This design comes from an exercise in tuning for small area, a short achievable clock period and few clock cycles on the open sky130 flow, not from production work.
The RTL was checked by simulation tests, not by an equivalence proof against the original design.
Power and IR drop assume default switching activity.

## nickel
==> flow/design.v <==
module mdfu_ser_rx (
    input  wire       clk,
    input  wire       rst,         
    input  wire       dir_rsp,     
    input  wire       in_valid,
    input  wire [7:0] in_byte,
    output wire       in_ready,
    output reg        res_valid,
    input  wire       res_ready,
    output reg  [3:0] res_kind,    
    output reg  [3:0] res_sub,     
    output wire [4:0] res_seq,
    output wire       res_flag,    
    output wire [7:0] res_code,    
    output wire [5:0] res_len,     
    input  wire [5:0] rd_addr,
    output wire [7:0] rd_data
);
    localparam CAP  = 64;          
    localparam DCAP = 60;          
    localparam [7:0] START = 8'h56;
    localparam [7:0] END   = 8'h9E;
    localparam [7:0] ESC   = 8'hCC;
    localparam [3:0] K_PKT      = 4'h0;
    localparam [3:0] K_CHECKSUM = 4'h1;
    localparam [3:0] K_BADCMD   = 4'h3;
    localparam [3:0] K_BADSTS   = 4'h4;
    localparam [3:0] K_FRAMING  = 4'h6;
    localparam [3:0] K_SHORT    = 4'h7;
    localparam [3:0] FE_BAD_ESCAPE = 4'h3;
    localparam [3:0] FE_TOO_SHORT  = 4'h4;
    localparam [3:0] FE_OVERFLOW   = 4'h6;
    reg        in_frame;
    reg        esc;         
    reg        bad;         
    reg  [6:0] rcnt;        
    reg  [2:0] hs;          
    reg  [5:0] dp;          
    reg  [7:0] b0, b1;      
    reg [15:0] sum;         
    reg  [4:0] seq;
    reg        flag;
    reg  [7:0] code;
    reg  [7:0] dbuf [0:DCAP-1];
    assign in_ready = !res_valid || res_ready;
    assign res_seq  = seq;
    assign res_flag = flag;
    assign res_code = code;
    assign res_len  = dp;
    wire [3:0] s1, s2, s3;
    rx_dec2 u_s1 (.a(rd_addr[1:0]), .y(s1));
    rx_dec2 u_s2 (.a(rd_addr[3:2]), .y(s2));
    rx_dec2 u_s3 (.a(rd_addr[5:4]), .y(s3));
    wire [7:0] lv1 [0:15];
    wire [7:0] lv2 [0:3];
    genvar gi;
    generate
        for (gi = 0; gi < 15; gi = gi + 1) begin : g_l1
            rx_sel4 u_l1 (.s(s1), .d0(dbuf[4*gi]), .d1(dbuf[4*gi+1]),
                          .d2(dbuf[4*gi+2]), .d3(dbuf[4*gi+3]), .y(lv1[gi]));
        end
        for (gi = 0; gi < 3; gi = gi + 1) begin : g_l2
            rx_sel4 u_l2 (.s(s2), .d0(lv1[4*gi]), .d1(lv1[4*gi+1]),
                          .d2(lv1[4*gi+2]), .d3(lv1[4*gi+3]), .y(lv2[gi]));
        end
    endgenerate
    rx_sel3 u_l2x (.s(s2[2:0]), .d0(lv1[12]), .d1(lv1[13]), .d2(lv1[14]), .y(lv2[3]));
    rx_sel4 u_l3 (.s(s3), .d0(lv2[0]), .d1(lv2[1]), .d2(lv2[2]), .d3(lv2[3]), .y(rd_data));
    wire take     = in_valid && in_ready;
    wire is_start = (in_byte == START);
    wire is_end   = (in_byte == END);
    wire is_esc   = (in_byte == ESC);
    wire pair_ok  = (in_byte == 8'hA9) || (in_byte == 8'h61) || (in_byte == 8'h33);
    wire body     = take && in_frame && !is_start && !is_end && (rcnt != CAP);
    wire overflow = take && in_frame && !is_start && !is_end && (rcnt == CAP);
    wire ubyte    = body && (esc ? pair_ok : !is_esc);
    wire [7:0] u  = esc ? ~in_byte : in_byte;
    wire        full = hs[2];                        
    wire        par  = full ? dp[0] : hs[0];         
    wire [15:0] sum_add = par ? {b1, 8'h00} : {8'h00, b1};
    wire csum_ok = (~sum == {b0, b1});
    wire code_ok = (code >= 8'h01) && (code <= 8'h05);
    always @(posedge clk) begin
        if (ubyte && full)
            dbuf[dp] <= b1;
    end
    always @(posedge clk) begin
        if (rst) begin
            in_frame  <= 1'b0;
            esc       <= 1'b0;
            bad       <= 1'b0;
            rcnt      <= 7'd0;
            hs        <= 3'd0;
            dp        <= 6'd0;
            sum       <= 16'd0;
            res_valid <= 1'b0;
            res_kind  <= 4'd0;
            res_sub   <= 4'd0;
        end else begin
            if (res_valid && res_ready)
                res_valid <= 1'b0;
            if (take && is_start) begin
                in_frame <= 1'b1;
                esc      <= 1'b0;
                bad      <= 1'b0;
                rcnt     <= 7'd0;
                hs       <= 3'd0;
                dp       <= 6'd0;
                sum      <= 16'd0;
            end else if (take && in_frame && is_end) begin
                in_frame  <= 1'b0;
                res_valid <= 1'b1;
                if (bad || esc) begin
                    res_kind <= K_FRAMING;
                    res_sub  <= FE_BAD_ESCAPE;
                end else if (hs < 3'd2) begin
                    res_kind <= K_FRAMING;
                    res_sub  <= FE_TOO_SHORT;
                end else if (!csum_ok) begin
                    res_kind <= K_CHECKSUM;
                    res_sub  <= 4'd0;
                end else if (!full) begin
                    res_kind <= K_SHORT;
                    res_sub  <= 4'd0;
                end else if (!code_ok) begin
                    res_kind <= dir_rsp ? K_BADSTS : K_BADCMD;
                    res_sub  <= 4'd0;
                end else begin
                    res_kind <= K_PKT;
                    res_sub  <= 4'd0;
                end
            end else if (overflow) begin
                in_frame  <= 1'b0;
                res_valid <= 1'b1;
                res_kind  <= K_FRAMING;
                res_sub   <= FE_OVERFLOW;
            end else if (body) begin
                rcnt <= rcnt + 7'd1;
                if (esc) begin
                    esc <= 1'b0;
                    if (!pair_ok)
                        bad <= 1'b1;
                end else if (is_esc) begin
                    esc <= 1'b1;
                end
                if (ubyte) begin
                    if (!full)
                        hs <= hs + 3'd1;
                    else
                        dp <= dp + 6'd1;
                    if (hs >= 3'd2)
                        sum <= sum + sum_add;
                end
            end
        end
    end
    always @(posedge clk) begin
        if (ubyte) begin
            b0 <= u;
            b1 <= b0;
            if (hs == 3'd2) begin
                seq  <= b1[4:0];
                flag <= dir_rsp ? b1[6] : b1[7];
            end
            if (hs == 3'd3)
                code <= b1;
        end
    end
endmodule
module rx_dec2 (
    input  wire [1:0] a,
    output wire [3:0] y
);
    assign y = 4'd1 << a;
endmodule
module rx_sel4 (
    input  wire [3:0] s,
    input  wire [7:0] d0, d1, d2, d3,
    output wire [7:0] y
);
    assign y = (d0 & {8{s[0]}}) | (d1 & {8{s[1]}}) | (d2 & {8{s[2]}}) | (d3 & {8{s[3]}});
endmodule
module rx_sel3 (
    input  wire [2:0] s,
    input  wire [7:0] d0, d1, d2,
    output wire [7:0] y
);
    assign y = (d0 & {8{s[0]}}) | (d1 & {8{s[1]}}) | (d2 & {8{s[2]}});
endmodule
clock: 10.0 ns
lec_check: 0
cap_margin: 20
core_margin: 2
core_utilization: 40
place_density: 0.75
setup_slack_margin: 4.3
slew_margin: 20
synth_hierarchical: 1
synth_minimum_keep_size: 0
tns_end_percent: 5
standard.sh (not shown) runs the stock make flow with config.mk's settings and CLKGATE_MAP_FILE= SYNTH_SCRIPT=/design/flow/synth_recipe.tcl, a recipe that flattens the netlist after the stock synthesis.
==> flow/flow/run.sh <==
#!/bin/bash
# Layout flow: the standard ORFS flow, with clock-tree synthesis told
# to build larger sink clusters from clkbuf_16 and not to add dummy loads,
# and port buffers started from the smallest buffer.
set -euo pipefail
export CTS_ARGS="-sink_clustering_enable -repair_clock_nets -sink_clustering_size 25 -sink_clustering_max_diameter 80 -buf_list sky130_fd_sc_hd__clkbuf_16 -dont_use_dummy_load"
export BUFFER_PORTS_ARGS="-buffer_cell sky130_fd_sc_hd__buf_1"
bash standard.sh > orfs_make.log 2>&1
nickel completed every stage of the flow, and the final layout passed the timing, DRC and antenna checks.
Testbench counts of nickel, summed over its fixed seeds: cycles 31,403.
### nickel -> yarrow
- a deleted PLACE_DENSITY that had been 0.75
- a deleted TNS_END_PERCENT that had been 5
### Flow results
- | simple-gate area share of the yosys netlist | yarrow vs nickel | ≈ equal |
- Delta(total power, yarrow - nickel) > 0
- Delta (yarrow minus nickel): total wirelength of the detailed-routed design saw an increase, layout buffer count excluding clock buffers saw an increase, fmax saw a decrease, count of cells resized by post-cts repair saw an increase, post-CTS repair timing setup buffer count saw an increase.
- Going from nickel to yarrow, number of clock buffers in the layout grows by 1.
- The final core utilization in yarrow sits 0.52 points above the value recorded for nickel.
### yarrow -> pepper
- CORE_UTILIZATION: 40 -> 55
- SETUP_SLACK_MARGIN: 4.3 -> 5
- TNS_END_PERCENT: unset -> 5
- PLACE_DENSITY: unset -> 0.75
## What came out
The final layouts of yarrow and pepper pass the timing, DRC and antenna checks.
Delta (pepper minus yarrow): instance area after placement now smaller; portion of the layout cell area used by non-clock buffers lower.
Comparing part of the total power dissipated in sequential elements for yarrow and pepper, the bigger number came from pepper.
Taking yarrow as the reference point, the area growth from synthesis to final layout of pepper falls by 3.2 points.
Relative to pepper, the following input files were edited for indigo:
- changing CORE_UTILIZATION from 55 to 40
Results
[compare] base=pepper new=indigo: layout-stage area growth over the synthesis result now sits higher, routed wire length now sits lower, cell depth of the worst flop-to-flop path now sits at about the same level, area of all placed cells without fillers now sits higher, overall fraction of global-route tracks in use now sits lower. The final reports for indigo and pepper show final worst-path setup slack higher in the former. On clock buffer instance count of the final layout: indigo sits above pepper. Re number of instances in the synthesized netlist: no difference whatsoever between pepper and indigo. Compared with pepper, non-clock buffer count in indigo decreased by a little under 10%.

afterwards: timing with drivers on the ports:
The results above use ideal ports. As a check the final layouts listed here were re-extracted and re-timed, cells and wires unchanged.
Step 1: set_driving_cell puts a clkbuf_16 on clk and a buf_2 on each other input, an assumption about the parent block.
Step 2 moves the port delays by t, midway between the first and last clock arrival at a register: inputs arrive t later, outputs are due t later. That takes back most of the time a late clock gives input paths.
Slacks: no drivers / after step 1 / after step 2; pairs: no drivers / after step 1.
run	t (ns)	setup slack, ns	worst hold slack (ns)	pins driven straight from the clock port
nickel	0.619	4.051 / 4.010 / 4.010	0.484 / 0.484 / 0.484	1
yarrow	0.621	3.973 / 3.940 / 3.940	0.484 / 0.484 / 0.484	1
pepper	0.627	3.738 / 3.688 / 3.688	0.482 / 0.482 / 0.482	1
indigo	0.626	4.168 / 4.049 / 4.049	0.476 / 0.476 / 0.476	1
After both steps setup and hold are still met in every run listed. The setup slack of indigo, which loses most, moves by -0.119 ns with the drivers and by -0.119 ns with both steps.
